This design comes from an exercise in tuning for small area on the open sky130 flow, not from production work.
Only simulation tests tie the RTL to the original design; equivalence was not proved.

==> v13 <==
==> flow/design.v <==
module ddscopex_ff_scale (
    input  wire [31:0] x,
    output wire [15:0] n,
    output wire        fail
);
    wire        sign = x[31];
    wire [7:0]  e    = x[30:23];
    wire [23:0] m    = {1'b1, x[22:0]};
    wire [30:0] q = {m, 7'd0} - {5'd0, m, 2'd0} + {7'd0, m};
    wire        top = q[30];
    wire        cy  = top ? (&q[14:6]) : (&q[14:5]);
    wire [15:0] hi  = q[30:15] + {15'd0, cy};
    wire [3:0]  sh  = 4'd4 - e[3:0];
    wire [15:0] s0  = sh[3] ? {8'd0, hi[15:8]} : hi;
    wire [15:0] s1  = sh[2] ? {4'd0, s0[15:4]} : s0;
    wire [15:0] s2  = sh[1] ? {2'd0, s1[15:2]} : s1;
    wire [15:0] s3  = sh[0] ? {1'd0, s2[15:1]} : s2;
    wire        big   = (e >= 8'd133);
    wire        tiny = (e <  8'd117);
    wire [15:0] mag   = tiny ? 16'd0 : s3;
    wire        over  = mag[15] & (~sign | (|mag[14:0]));
    assign fail = big | over;
    assign n    = sign ? (16'd0 - mag) : mag;
endmodule
module ddscopex_ff_div (
    input  wire [15:0] n,
    output wire [31:0] q
);
    wire        sign = n[15];
    wire [15:0] mag  = sign ? (16'd0 - n) : n;    
    wire        z3 = ~|mag[15:8];
    wire [15:0] m3 = z3 ? {mag[7:0], 8'd0} : mag;
    wire        z2 = ~|m3[15:12];
    wire [15:0] m2 = z2 ? {m3[11:0], 4'd0} : m3;
    wire        z1 = ~|m2[15:14];
    wire [15:0] m1 = z1 ? {m2[13:0], 2'd0} : m2;
    wire        z0 = ~m1[15];
    wire [15:0] norm = z0 ? {m1[14:0], 1'b0} : m1;
    wire        top = (norm[15:9] >= 7'd125);
    wire [6:0]  kk  = top ? 7'd124 : 7'd62;
    wire [23:0] lo  = {norm[8:0], 8'd0, kk};      
    wire [174:0] rem;                            
    wire [24:0] r;
    assign r[24]  = top;
    assign rem[6:0] = top ? (norm[15:9] + 7'd3) : norm[15:9];
    genvar i;
    generate
        for (i = 1; i < 25; i = i + 1) begin : g_step
            wire [7:0] t = {rem[7*i-1 -: 7], lo[24-i]};
            wire [7:0] s = t + 8'd3;              
            assign r[24-i] = s[7];
            assign rem[7*i+6 -: 7] = s[7] ? s[6:0] : t[6:0];
        end
    endgenerate
    wire [22:0] frac = top ? r[23:1] : r[22:0];
    wire [7:0]  expo = 8'd132 - {4'd0, z3, z2, z1, z0} + {7'd0, top};
    assign q = (n == 16'd0) ? 32'd0 : {sign, expo, frac};
endmodule
module ddscopex_can_codec (
    input  wire        clk,
    input  wire        rst,
    input  wire        ms_tick,
    input  wire        cmd_valid,
    input  wire [15:0] cmd,
    input  wire [31:0] data,
    output wire        cmd_ready,
    output wire        rsp_valid,
    output wire [3:0]  rsp_code,
    output wire [31:0] result,
    output wire        busy,
    output wire        tx_valid,
    output wire [10:0] tx_id,
    output wire        tx_rtr,
    output wire [3:0]  tx_dlc,
    output wire [63:0] tx_data,
    input  wire        tx_ready,
    input  wire        tx_ok,
    input  wire        rx_valid,
    input  wire [10:0] rx_id,
    input  wire        rx_rtr,
    input  wire [3:0]  rx_dlc,
    input  wire [63:0] rx_data,
    output wire        rx_ready
);
    localparam [3:0] C_OK = 4'd0, C_TIMEOUT = 4'd1, C_DEFAULTED = 4'd2, C_ERR_AXIS = 4'd3,
                     C_ERR_CMD = 4'd4, C_ERR_ID = 4'd5, C_ERR_DLC = 4'd6, C_ERR_OFFSET = 4'd7,
                     C_ERR_RANGE = 4'd8, C_ERR_SEND = 4'd9, C_ILLEGAL = 4'd10, C_ERR_NOFRAME = 4'd11;
    reg [10:0] frame_id;
    reg        frame_rtr;
    reg        frame_valid;
    reg [3:0]  frame_dlc;
    reg [63:0] tx_buf;
    reg [10:0] rx_id_q;
    reg [63:0] rx_buf;
    reg [31:0] result_q;
    reg [3:0]  last_code;
    reg        rsp_v;
    reg [15:0] timeout_ms;
    reg        silent;
    reg        st_tx;       
    reg        st_wait;     
    reg        st_hb;       
    wire idle = ~st_tx & ~st_wait;
    assign cmd_ready = idle & ~rst;
    assign busy      = ~idle;
    assign tx_valid  = st_tx & ~rst;
    assign rx_ready  = st_wait & ~rst;
    assign rsp_valid = rsp_v;
    assign rsp_code  = last_code;
    assign result    = result_q;
    assign tx_id     = frame_id;
    assign tx_rtr    = frame_rtr;
    assign tx_dlc    = frame_dlc;
    assign tx_data   = tx_buf;
    wire [4:0] opc = cmd[15:11];
    wire [2:0] off = cmd[10:8];
    wire op_nop    = (opc == 5'd0);
    wire op_enc    = (opc == 5'd1);
    wire op_dec    = (opc == 5'd2);
    wire op_clr    = (opc == 5'd3);
    wire op_dlc    = (opc == 5'd4);
    wire op_tmo    = (opc == 5'd5);
    wire op_pol    = (opc == 5'd6);
    wire op_pack   = (opc[4:3] == 2'b01) & (opc[2:0] != 3'd7);
    wire op_unpack = (opc[4:3] == 2'b10) & (opc[2:1] != 2'b11);
    wire op_xchg   = (opc == 5'd24);
    wire op_hb     = (opc == 5'd25);
    wire z10_8 = ~|cmd[10:8];
    wire z6_4  = ~|cmd[6:4];
    wire z3_2  = ~|cmd[3:2];
    wire low_z = z10_8 & ~cmd[7] & z6_4;           
    wire legal = ((op_nop | op_clr | op_tmo | op_xchg | op_hb) & low_z & z3_2 & ~cmd[1] & ~cmd[0])
               | ((op_enc | op_pol) & low_z & z3_2 & ~cmd[1])
               | (op_dec & low_z & z3_2 & ~(cmd[1] & cmd[0]))
               | (op_dlc & low_z)
               | (op_pack & ~cmd[7] & z6_4 & z3_2 & ~cmd[1] & ~cmd[0])
               | (op_unpack & z6_4 & z3_2 & ~cmd[1] & ~cmd[0]);
    wire w1 = (opc[2:0] == 3'd0) | (opc[2:0] == 3'd6);
    wire w2 = (opc[2:0] == 3'd1) | (opc[2:0] == 3'd5);
    wire off_bad = w1 ? 1'b0 : w2 ? (off == 3'd7) : (off > 3'd4);
    wire is_ffp  = opc[3] & opc[2] & (opc[1] ^ opc[0]);    
    wire [15:0] ff_n;
    wire        ff_fail;
    ddscopex_ff_scale u_scale (.x(data), .n(ff_n), .fail(ff_fail));
    wire [31:0] pv = is_ffp ? {data[31:16], ff_n} : data;
    wire [39:0] l1 = off[0] ? {pv[31:24], pv[23:0], pv[7:0]} : {pv[31:24], pv};
    wire [55:0] l2 = off[1] ? {l1, l1[15:0]} : {l1[39:24], l1};
    wire [63:0] l3 = off[2] ? {l2[31:0], l2[31:0]} : {l2[31:24], l2};
    wire [3:0] wmask = w1 ? 4'b0001 : w2 ? 4'b0011 : 4'b1111;
    wire [7:0] wbyte = {4'd0, wmask} << off;
    wire [63:0] src = cmd[7] ? tx_buf : rx_buf;
    wire [55:0] a4  = off[2] ? {src[55:32], src[63:32]} : src[55:0];
    wire [39:0] a2  = off[1] ? a4[55:16] : a4[39:0];
    wire [31:0] rd  = off[0] ? a2[39:8] : a2[31:0];
    wire [31:0] ff_q;
    ddscopex_ff_div u_div (.n(rd[15:0]), .q(ff_q));
    reg [31:0] unpack_val;
    always @(*) begin
        case (opc[2:0])
            3'd0:    unpack_val = {24'd0, rd[7:0]};
            3'd1:    unpack_val = {{16{rd[15]}}, rd[15:0]};
            3'd5:    unpack_val = ff_q;
            default: unpack_val = rd;
        endcase
    end
    wire [10:0] dec_id = cmd[1] ? frame_id : cmd[0] ? rx_id_q : data[10:0];
    wire axis_bad = |data[31:22];
    wire cid_bad  = |data[15:5];
    wire id_bad   = ~cmd[1] & ~cmd[0] & (|data[31:11]);
    wire dlc_bad  = cmd[3] & |cmd[2:0];
    wire tmo_bad  = |data[31:16];
    wire acc      = cmd_valid & idle;
    wire do_enc   = acc & legal & op_enc & ~axis_bad & ~cid_bad;
    wire do_dec   = acc & legal & op_dec & ~id_bad;
    wire do_clr   = acc & legal & op_clr;
    wire do_dlc   = acc & legal & op_dlc & ~dlc_bad;
    wire do_tmo   = acc & legal & op_tmo & ~tmo_bad;
    wire do_pol   = acc & legal & op_pol;
    wire do_pack  = acc & legal & op_pack & ~off_bad & ~(is_ffp & ff_fail);
    wire do_unp   = acc & legal & op_unpack & ~off_bad;
    wire do_xchg  = acc & legal & op_xchg & frame_valid;
    wire do_hb    = acc & legal & op_hb & ~axis_bad;
    reg [3:0] idle_code;
    always @(*) begin
        idle_code = C_OK;
        if (!legal)
            idle_code = C_ILLEGAL;
        else if (op_enc)
            idle_code = axis_bad ? C_ERR_AXIS : cid_bad ? C_ERR_CMD : C_OK;
        else if (op_dec)
            idle_code = id_bad ? C_ERR_ID : C_OK;
        else if (op_dlc)
            idle_code = dlc_bad ? C_ERR_DLC : C_OK;
        else if (op_tmo)
            idle_code = tmo_bad ? C_ERR_RANGE : C_OK;
        else if (op_pack | op_unpack)
            idle_code = off_bad ? C_ERR_OFFSET : (op_pack & is_ffp & ff_fail) ? C_ERR_RANGE : C_OK;
        else if (op_xchg)
            idle_code = C_ERR_NOFRAME;    
        else if (op_hb)
            idle_code = C_ERR_AXIS;       
    end
    wire [3:0]  timeout_code = silent ? C_DEFAULTED : C_TIMEOUT;
    wire        id_eq    = st_hb ? (rx_id == {rx_buf[21:16], 5'b00001}) : (rx_id == frame_id);
    wire        rx_match = st_wait & rx_valid & id_eq;
    wire [15:0] cnt_inc  = rx_buf[15:0] + 16'd1;
    wire        tick     = st_wait & ~st_hb & ~rx_match & ms_tick;
    wire        tmo_hit  = tick & (cnt_inc == timeout_ms);
    wire        tx_done  = st_tx & tx_ready;
    wire        tx_end   = tx_done & (~tx_ok | ~frame_rtr | (timeout_ms == 16'd0));
    wire [3:0]  tx_code  = ~tx_ok ? C_ERR_SEND : ~frame_rtr ? C_OK : timeout_code;
    wire        complete = (acc & ~do_xchg & ~do_hb) | tx_end | rx_match | tmo_hit;
    wire [3:0]  code     = idle ? idle_code : st_tx ? tx_code : rx_match ? C_OK : timeout_code;
    wire [7:0]  cap_en;
    genvar gb;
    generate
        for (gb = 0; gb < 8; gb = gb + 1) begin : g_cap
            assign cap_en[gb] = rx_dlc[3] | (rx_dlc[2:0] > gb);
        end
    endgenerate
    wire rx_clr = do_xchg & frame_rtr | do_hb | tmo_hit;
    always @(posedge clk) begin
        if (complete)
            last_code <= code;
        if (do_enc)
            frame_rtr <= cmd[0];
    end
    integer k;
    always @(posedge clk) begin
        if (rst) begin
            frame_id    <= 11'd0;
            frame_valid <= 1'b0;
            frame_dlc   <= 4'd0;
            tx_buf      <= 64'd0;
            rx_id_q     <= 11'd0;
            rx_buf      <= 64'd0;
            result_q    <= 32'd0;
            rsp_v       <= 1'b0;
            timeout_ms  <= 16'd5;
            silent      <= 1'b0;
            st_tx       <= 1'b0;
            st_wait     <= 1'b0;
            st_hb       <= 1'b0;
        end else begin
            rsp_v <= complete;
            if (do_enc) begin
                frame_id    <= {data[21:16], data[4:0]};
                frame_valid <= 1'b1;
            end
            if (do_clr)
                frame_dlc <= 4'd0;
            else if (do_dlc)
                frame_dlc <= cmd[3:0];
            if (do_tmo)
                timeout_ms <= data[15:0];
            if (do_pol)
                silent <= cmd[0];
            for (k = 0; k < 8; k = k + 1) begin
                if (do_clr)
                    tx_buf[8*k +: 8] <= 8'd0;
                else if (do_pack & wbyte[k])
                    tx_buf[8*k +: 8] <= l3[8*k +: 8];
            end
            if (do_dec)
                result_q <= {10'd0, dec_id[10:5], 11'd0, dec_id[4:0]};
            else if (do_unp)
                result_q <= unpack_val;
            if (rx_match) begin
                rx_id_q <= rx_id;
                for (k = 0; k < 8; k = k + 1)
                    rx_buf[8*k +: 8] <= cap_en[k] ? rx_data[8*k +: 8] : 8'd0;
            end else if (rx_clr) begin
                rx_buf <= {42'd0, (do_hb ? data[21:16] : 6'd0), 16'd0};
            end else if (tick) begin
                rx_buf[15:0] <= cnt_inc;
            end
            if (do_xchg) begin
                st_tx <= 1'b1;
            end else if (do_hb) begin
                st_wait <= 1'b1;
                st_hb   <= 1'b1;
            end else if (tx_done) begin
                st_tx   <= 1'b0;
                st_wait <= ~tx_end;
            end else if (rx_match | tmo_hit) begin
                st_wait <= 1'b0;
                st_hb   <= 1'b0;
            end
        end
    end
endmodule
==> flow/run.sh <==
#!/bin/bash
# synth_recipe.tcl (not shown) runs the flow's synth.tcl, then flattens the netlist and writes it again
# the make line also repeats each setting of config.mk as NAME=value (left out here)
make -C /OpenROAD-flow-scripts/flow DESIGN_CONFIG=/design/flow/config.mk WORK_HOME=/design/flow/orfs CLKGATE_MAP_FILE= SYNTH_SCRIPT=/design/flow/synth_recipe.tcl finish
==> flow/config.mk <==
export PLATFORM = sky130hd
export DESIGN_NAME = ddscopex_can_codec
export DESIGN_NICKNAME = ddscopex_can_codec
export VERILOG_FILES = /design/flow/design.v
export SDC_FILE = /design/flow/constraint.sdc
export NUM_CORES = 4
export LEC_CHECK = 0
export CAP_MARGIN = 20
export CORE_MARGIN = 2
export CORE_UTILIZATION = 40
export SLEW_MARGIN = 20
==> flow/constraint.sdc <==
create_clock -name core_clock -period 50.0 [get_ports {clk}]
set_input_delay 10.0000 -clock core_clock [delete_from_list [all_inputs] [get_ports {clk}]]
set_output_delay 10.0000 -clock core_clock [all_outputs]
set_load 0.01 [all_outputs]
==> v9: changes against v13 <==
--- a/flow/design.v
+++ b/flow/design.v
@@ -6,10 +6,9 @@
     wire        sign = x[31];
     wire [7:0]  e    = x[30:23];
     wire [23:0] m    = {1'b1, x[22:0]};
-    wire [30:0] q = {m, 7'd0} - {5'd0, m, 2'd0} + {7'd0, m};
-    wire        top = q[30];
-    wire        cy  = top ? (&q[14:6]) : (&q[14:5]);
-    wire [15:0] hi  = q[30:15] + {15'd0, cy};
+    wire        top = (m >= 24'd8589935);
+    wire [30:0] qa  = {m, 7'd0} - {5'd0, m, 2'd0} + {7'd0, m} + (top ? 31'd64 : 31'd32);
+    wire [15:0] hi  = qa[30:15];
     wire [3:0]  sh  = 4'd4 - e[3:0];
     wire [15:0] s0  = sh[3] ? {8'd0, hi[15:8]} : hi;
     wire [15:0] s1  = sh[2] ? {4'd0, s0[15:4]} : s0;
@@ -37,24 +36,22 @@
     wire        z0 = ~m1[15];
     wire [15:0] norm = z0 ? {m1[14:0], 1'b0} : m1;
     wire        top = (norm[15:9] >= 7'd125);
-    wire [6:0]  kk  = top ? 7'd124 : 7'd62;
-    wire [23:0] lo  = {norm[8:0], 8'd0, kk};      
+    wire [30:0] dd  = top ? {1'b0, norm, 14'd62} : {norm, 15'd62};
     wire [174:0] rem;                            
-    wire [24:0] r;
-    assign r[24]  = top;
-    assign rem[6:0] = top ? (norm[15:9] + 7'd3) : norm[15:9];
+    wire [23:0] r;
+    assign rem[6:0] = dd[30:24];                 
     genvar i;
     generate
         for (i = 1; i < 25; i = i + 1) begin : g_step
-            wire [7:0] t = {rem[7*i-1 -: 7], lo[24-i]};
+            wire [7:0] t = {rem[7*i-1 -: 7], dd[24-i]};
             wire [7:0] s = t + 8'd3;              
             assign r[24-i] = s[7];
             assign rem[7*i+6 -: 7] = s[7] ? s[6:0] : t[6:0];
         end
     endgenerate
-    wire [22:0] frac = top ? r[23:1] : r[22:0];
+    wire [22:0] frac = r[22:0];
     wire [7:0]  expo = 8'd132 - {4'd0, z3, z2, z1, z0} + {7'd0, top};
-    assign q = (n == 16'd0) ? 32'd0 : {sign, expo, frac};
+    assign q = {sign, norm[15] ? expo : 8'd0, frac};
 endmodule
 module ddscopex_can_codec (
     input  wire        clk,
@@ -97,10 +94,11 @@
     reg        rsp_v;
     reg [15:0] timeout_ms;
     reg        silent;
-    reg        st_tx;       
-    reg        st_wait;     
-    reg        st_hb;       
-    wire idle = ~st_tx & ~st_wait;
+    reg [1:0]  fsm;         
+    wire idle    = (fsm == 2'd0);
+    wire st_tx   = (fsm == 2'd1);
+    wire st_wait = fsm[1];
+    wire st_hb   = (fsm == 2'd3);
     assign cmd_ready = idle & ~rst;
     assign busy      = ~idle;
     assign tx_valid  = st_tx & ~rst;
@@ -238,9 +236,7 @@
             rsp_v       <= 1'b0;
             timeout_ms  <= 16'd5;
             silent      <= 1'b0;
-            st_tx       <= 1'b0;
-            st_wait     <= 1'b0;
-            st_hb       <= 1'b0;
+            fsm         <= 2'd0;
         end else begin
             rsp_v <= complete;
             if (do_enc) begin
@@ -274,18 +270,14 @@
             end else if (tick) begin
                 rx_buf[15:0] <= cnt_inc;
             end
-            if (do_xchg) begin
-                st_tx <= 1'b1;
-            end else if (do_hb) begin
-                st_wait <= 1'b1;
-                st_hb   <= 1'b1;
-            end else if (tx_done) begin
-                st_tx   <= 1'b0;
-                st_wait <= ~tx_end;
-            end else if (rx_match | tmo_hit) begin
-                st_wait <= 1'b0;
-                st_hb   <= 1'b0;
-            end
+            if (do_xchg)
+                fsm <= 2'd1;
+            else if (do_hb)
+                fsm <= 2'd3;
+            else if (tx_done)
+                fsm <= tx_end ? 2'd0 : 2'd2;
+            else if (rx_match | tmo_hit)
+                fsm <= 2'd0;
         end
     end
 endmodule
==> flow/flow/run.sh (new file) <==
#!/bin/bash
# Own layout flow: the standard ORFS flow with
#  - an area-oriented ABC mapping script in place of ORFS's abc_area.script,
#  - adders left to ABC (no ADDER_MAP_FILE full/half-adder cell mapping),
#  - port buffers of the smallest buffer cell,
#  - clock tree synthesis with clkbuf_8 buffers, larger sink clusters and
#    without dummy loads.
# Registers are the standard synthesis's: only the combinational mapping
# changes. Each ORFS step writes its full log under orfs/logs; make's output
# goes to orfs_make.log.
set -euo pipefail
W=$(pwd)
rm -rf "$W/scripts_area"
cp -r "$FLOW_HOME/scripts" "$W/scripts_area"
cp "$W/flow/abc_area.script" "$W/scripts_area/abc_area.script"
bash "$W/standard.sh" SCRIPTS_DIR="$W/scripts_area" ADDER_MAP_FILE= \
    "BUFFER_PORTS_ARGS=-buffer_cell sky130_fd_sc_hd__buf_1" \
    "CTS_ARGS=-sink_clustering_enable -repair_clock_nets -dont_use_dummy_load -buf_list sky130_fd_sc_hd__clkbuf_8 -sink_clustering_size 14 -sink_clustering_max_diameter 100" \
    finish > "$W/orfs_make.log" 2>&1
==> flow/flow/abc_area.script (new file) <==
strash
dch -f
amap
strash
dch -f
amap
strash
dch -f
amap
topo
stime -c
==> flow/standard.sh (new file) <==
#!/bin/bash
# synth_recipe.tcl (not shown) runs the flow's synth.tcl, then flattens the netlist and writes it again
# the make line also repeats each setting of config.mk as NAME=value (left out here)
make -C /OpenROAD-flow-scripts/flow DESIGN_CONFIG=/design/flow/config.mk WORK_HOME=/design/flow/orfs CLKGATE_MAP_FILE= SYNTH_SCRIPT=/design/flow/synth_recipe.tcl "${@:-finish}"
--- a/flow/config.mk
+++ b/flow/config.mk
@@ -5,7 +5,8 @@
 export SDC_FILE = /design/flow/constraint.sdc
 export NUM_CORES = 4
 export LEC_CHECK = 0
-export CAP_MARGIN = 20
+export ABC_AREA = 1
+export CAP_MARGIN = 0
 export CORE_MARGIN = 2
-export CORE_UTILIZATION = 40
-export SLEW_MARGIN = 20
+export CORE_UTILIZATION = 50
+export SLEW_MARGIN = 0
removed: flow/run.sh
==> v5: changes against v13 <==
--- a/flow/design.v
+++ b/flow/design.v
@@ -6,10 +6,9 @@
     wire        sign = x[31];
     wire [7:0]  e    = x[30:23];
     wire [23:0] m    = {1'b1, x[22:0]};
-    wire [30:0] q = {m, 7'd0} - {5'd0, m, 2'd0} + {7'd0, m};
-    wire        top = q[30];
-    wire        cy  = top ? (&q[14:6]) : (&q[14:5]);
-    wire [15:0] hi  = q[30:15] + {15'd0, cy};
+    wire        top = (m >= 24'd8589935);
+    wire [30:0] qa  = {m, 7'd0} - {5'd0, m, 2'd0} + {7'd0, m} + (top ? 31'd64 : 31'd32);
+    wire [15:0] hi  = qa[30:15];
     wire [3:0]  sh  = 4'd4 - e[3:0];
     wire [15:0] s0  = sh[3] ? {8'd0, hi[15:8]} : hi;
     wire [15:0] s1  = sh[2] ? {4'd0, s0[15:4]} : s0;
@@ -37,22 +36,20 @@
     wire        z0 = ~m1[15];
     wire [15:0] norm = z0 ? {m1[14:0], 1'b0} : m1;
     wire        top = (norm[15:9] >= 7'd125);
-    wire [6:0]  kk  = top ? 7'd124 : 7'd62;
-    wire [23:0] lo  = {norm[8:0], 8'd0, kk};      
+    wire [30:0] dd  = top ? {1'b0, norm, 14'd62} : {norm, 15'd62};
     wire [174:0] rem;                            
-    wire [24:0] r;
-    assign r[24]  = top;
-    assign rem[6:0] = top ? (norm[15:9] + 7'd3) : norm[15:9];
+    wire [23:0] r;
+    assign rem[6:0] = dd[30:24];                 
     genvar i;
     generate
         for (i = 1; i < 25; i = i + 1) begin : g_step
-            wire [7:0] t = {rem[7*i-1 -: 7], lo[24-i]};
+            wire [7:0] t = {rem[7*i-1 -: 7], dd[24-i]};
             wire [7:0] s = t + 8'd3;              
             assign r[24-i] = s[7];
             assign rem[7*i+6 -: 7] = s[7] ? s[6:0] : t[6:0];
         end
     endgenerate
-    wire [22:0] frac = top ? r[23:1] : r[22:0];
+    wire [22:0] frac = r[22:0];
     wire [7:0]  expo = 8'd132 - {4'd0, z3, z2, z1, z0} + {7'd0, top};
     assign q = (n == 16'd0) ? 32'd0 : {sign, expo, frac};
 endmodule
@@ -97,10 +94,11 @@
     reg        rsp_v;
     reg [15:0] timeout_ms;
     reg        silent;
-    reg        st_tx;       
-    reg        st_wait;     
-    reg        st_hb;       
-    wire idle = ~st_tx & ~st_wait;
+    reg [1:0]  fsm;         
+    wire idle    = (fsm == 2'd0);
+    wire st_tx   = (fsm == 2'd1);
+    wire st_wait = fsm[1];
+    wire st_hb   = (fsm == 2'd3);
     assign cmd_ready = idle & ~rst;
     assign busy      = ~idle;
     assign tx_valid  = st_tx & ~rst;
@@ -238,9 +236,7 @@
             rsp_v       <= 1'b0;
             timeout_ms  <= 16'd5;
             silent      <= 1'b0;
-            st_tx       <= 1'b0;
-            st_wait     <= 1'b0;
-            st_hb       <= 1'b0;
+            fsm         <= 2'd0;
         end else begin
             rsp_v <= complete;
             if (do_enc) begin
@@ -274,18 +270,14 @@
             end else if (tick) begin
                 rx_buf[15:0] <= cnt_inc;
             end
-            if (do_xchg) begin
-                st_tx <= 1'b1;
-            end else if (do_hb) begin
-                st_wait <= 1'b1;
-                st_hb   <= 1'b1;
-            end else if (tx_done) begin
-                st_tx   <= 1'b0;
-                st_wait <= ~tx_end;
-            end else if (rx_match | tmo_hit) begin
-                st_wait <= 1'b0;
-                st_hb   <= 1'b0;
-            end
+            if (do_xchg)
+                fsm <= 2'd1;
+            else if (do_hb)
+                fsm <= 2'd3;
+            else if (tx_done)
+                fsm <= tx_end ? 2'd0 : 2'd2;
+            else if (rx_match | tmo_hit)
+                fsm <= 2'd0;
         end
     end
 endmodule
==> flow/flow/run.sh (new file) <==
#!/bin/bash
# Own layout flow: the standard ORFS flow with
#  - an area-oriented ABC mapping script in place of ORFS's abc_area.script,
#  - port buffers of the smallest buffer cell,
#  - clock tree synthesis without dummy loads.
# Each ORFS step writes its full log under orfs/logs; make's output goes to
# orfs_make.log.
set -euo pipefail
W=$(pwd)
rm -rf "$W/scripts_area"
cp -r "$FLOW_HOME/scripts" "$W/scripts_area"
cp "$W/flow/abc_area.script" "$W/scripts_area/abc_area.script"
bash "$W/standard.sh" SCRIPTS_DIR="$W/scripts_area" \
    "BUFFER_PORTS_ARGS=-buffer_cell sky130_fd_sc_hd__buf_1" \
    "CTS_ARGS=-sink_clustering_enable -repair_clock_nets -dont_use_dummy_load" \
    finish > "$W/orfs_make.log" 2>&1
==> flow/flow/abc_area.script (new file) <==
strash
&get -n
&st
&dch -f
&nf -a -R 1000
&st
&dch -f
&nf -a -R 1000
&st
&dch -f
&nf -a -R 1000
&put
topo
stime -c
==> flow/standard.sh (new file) <==
#!/bin/bash
# synth_recipe.tcl (not shown) runs the flow's synth.tcl, then flattens the netlist and writes it again
# the make line also repeats each setting of config.mk as NAME=value (left out here)
make -C /OpenROAD-flow-scripts/flow DESIGN_CONFIG=/design/flow/config.mk WORK_HOME=/design/flow/orfs CLKGATE_MAP_FILE= SYNTH_SCRIPT=/design/flow/synth_recipe.tcl "${@:-finish}"
--- a/flow/config.mk
+++ b/flow/config.mk
@@ -5,7 +5,8 @@
 export SDC_FILE = /design/flow/constraint.sdc
 export NUM_CORES = 4
 export LEC_CHECK = 0
+export ABC_AREA = 1
 export CAP_MARGIN = 20
 export CORE_MARGIN = 2
-export CORE_UTILIZATION = 40
+export CORE_UTILIZATION = 50
 export SLEW_MARGIN = 20
removed: flow/run.sh
==> flow_summary.toml <==
[cells_and_area]
n_fill_cell = 3105
inv_count = 202

[outcome]
status = "no timing/DRC/antenna violations"

[logic_synthesis]
syn-num-nets = 2431

[die]
initial_utilization_pct = 50.5

[place]
dp.cells = 2980
That was v9.
==> flow_summary.toml <==
[outcome]
status = "no timing/DRC/antenna violations"

[die]
initial_utilization_pct = 40.4

[clocking]
cts_tree = "done"

[cells_and_area]
n_fill_cell = 6411
inv_count = 122

[critical_path]
crit_arrival_ns = 38.24

[drt]
dr_wl_met3_mm = 6.24

[place]
dp.cells = 4284

[logic_synthesis]
syn-num-nets = 3570
synth_area_per_cell_sq_um = 7.59
That was v13.
==> flow_summary.toml <==
[outcome]
status = "no timing/DRC/antenna violations"

[logic_synthesis]
yosysWarnings = 1
syn-num-nets = 2598

[cells_and_area]
n_fill_cell = 3457

[die]
initial_utilization_pct = 50.4

[global_routing]
grt_max_degree = 100

[place]
dp.cells = 3136
That was v5.

[separate check: timing with driven ports]
No port has a modelled driver above. Below, the same layouts with a new extraction and two added sets of constraints.
Step 1, drivers: a clkbuf_16 drives clk and a buf_2 each remaining input, both assumed.
Step 2 times the ports against the registers' clock, not the clock port: input delays grow and output delays shrink by t, the midpoint of the rising clock arrivals with the driver on.
a / b / c = no drivers / after step 1 / after step 2; a / b = the first two.
run	t (ns)	slack for setup (ns)	hold slack, ns	worst register clock-pin slew, ns	worst data-port slew with drivers (ns)
v13	0.602	12.218 / 12.248 / 11.646	0.476 / 0.476 / 0.476	0.07 / 0.07	0.14
v9	0.579	3.996 / 4.017 / 3.438	0.465 / 0.465 / 0.465	0.11 / 0.11	0.07
v5	0.589	3.634 / 3.666 / 3.078	0.450 / 0.450 / 0.450	0.06 / 0.06	0.08
After both steps setup and hold are still met in every run listed. For v13, which loses most, drivers alone change the setup slack by +0.030 ns; drivers and shift together by -0.572 ns.
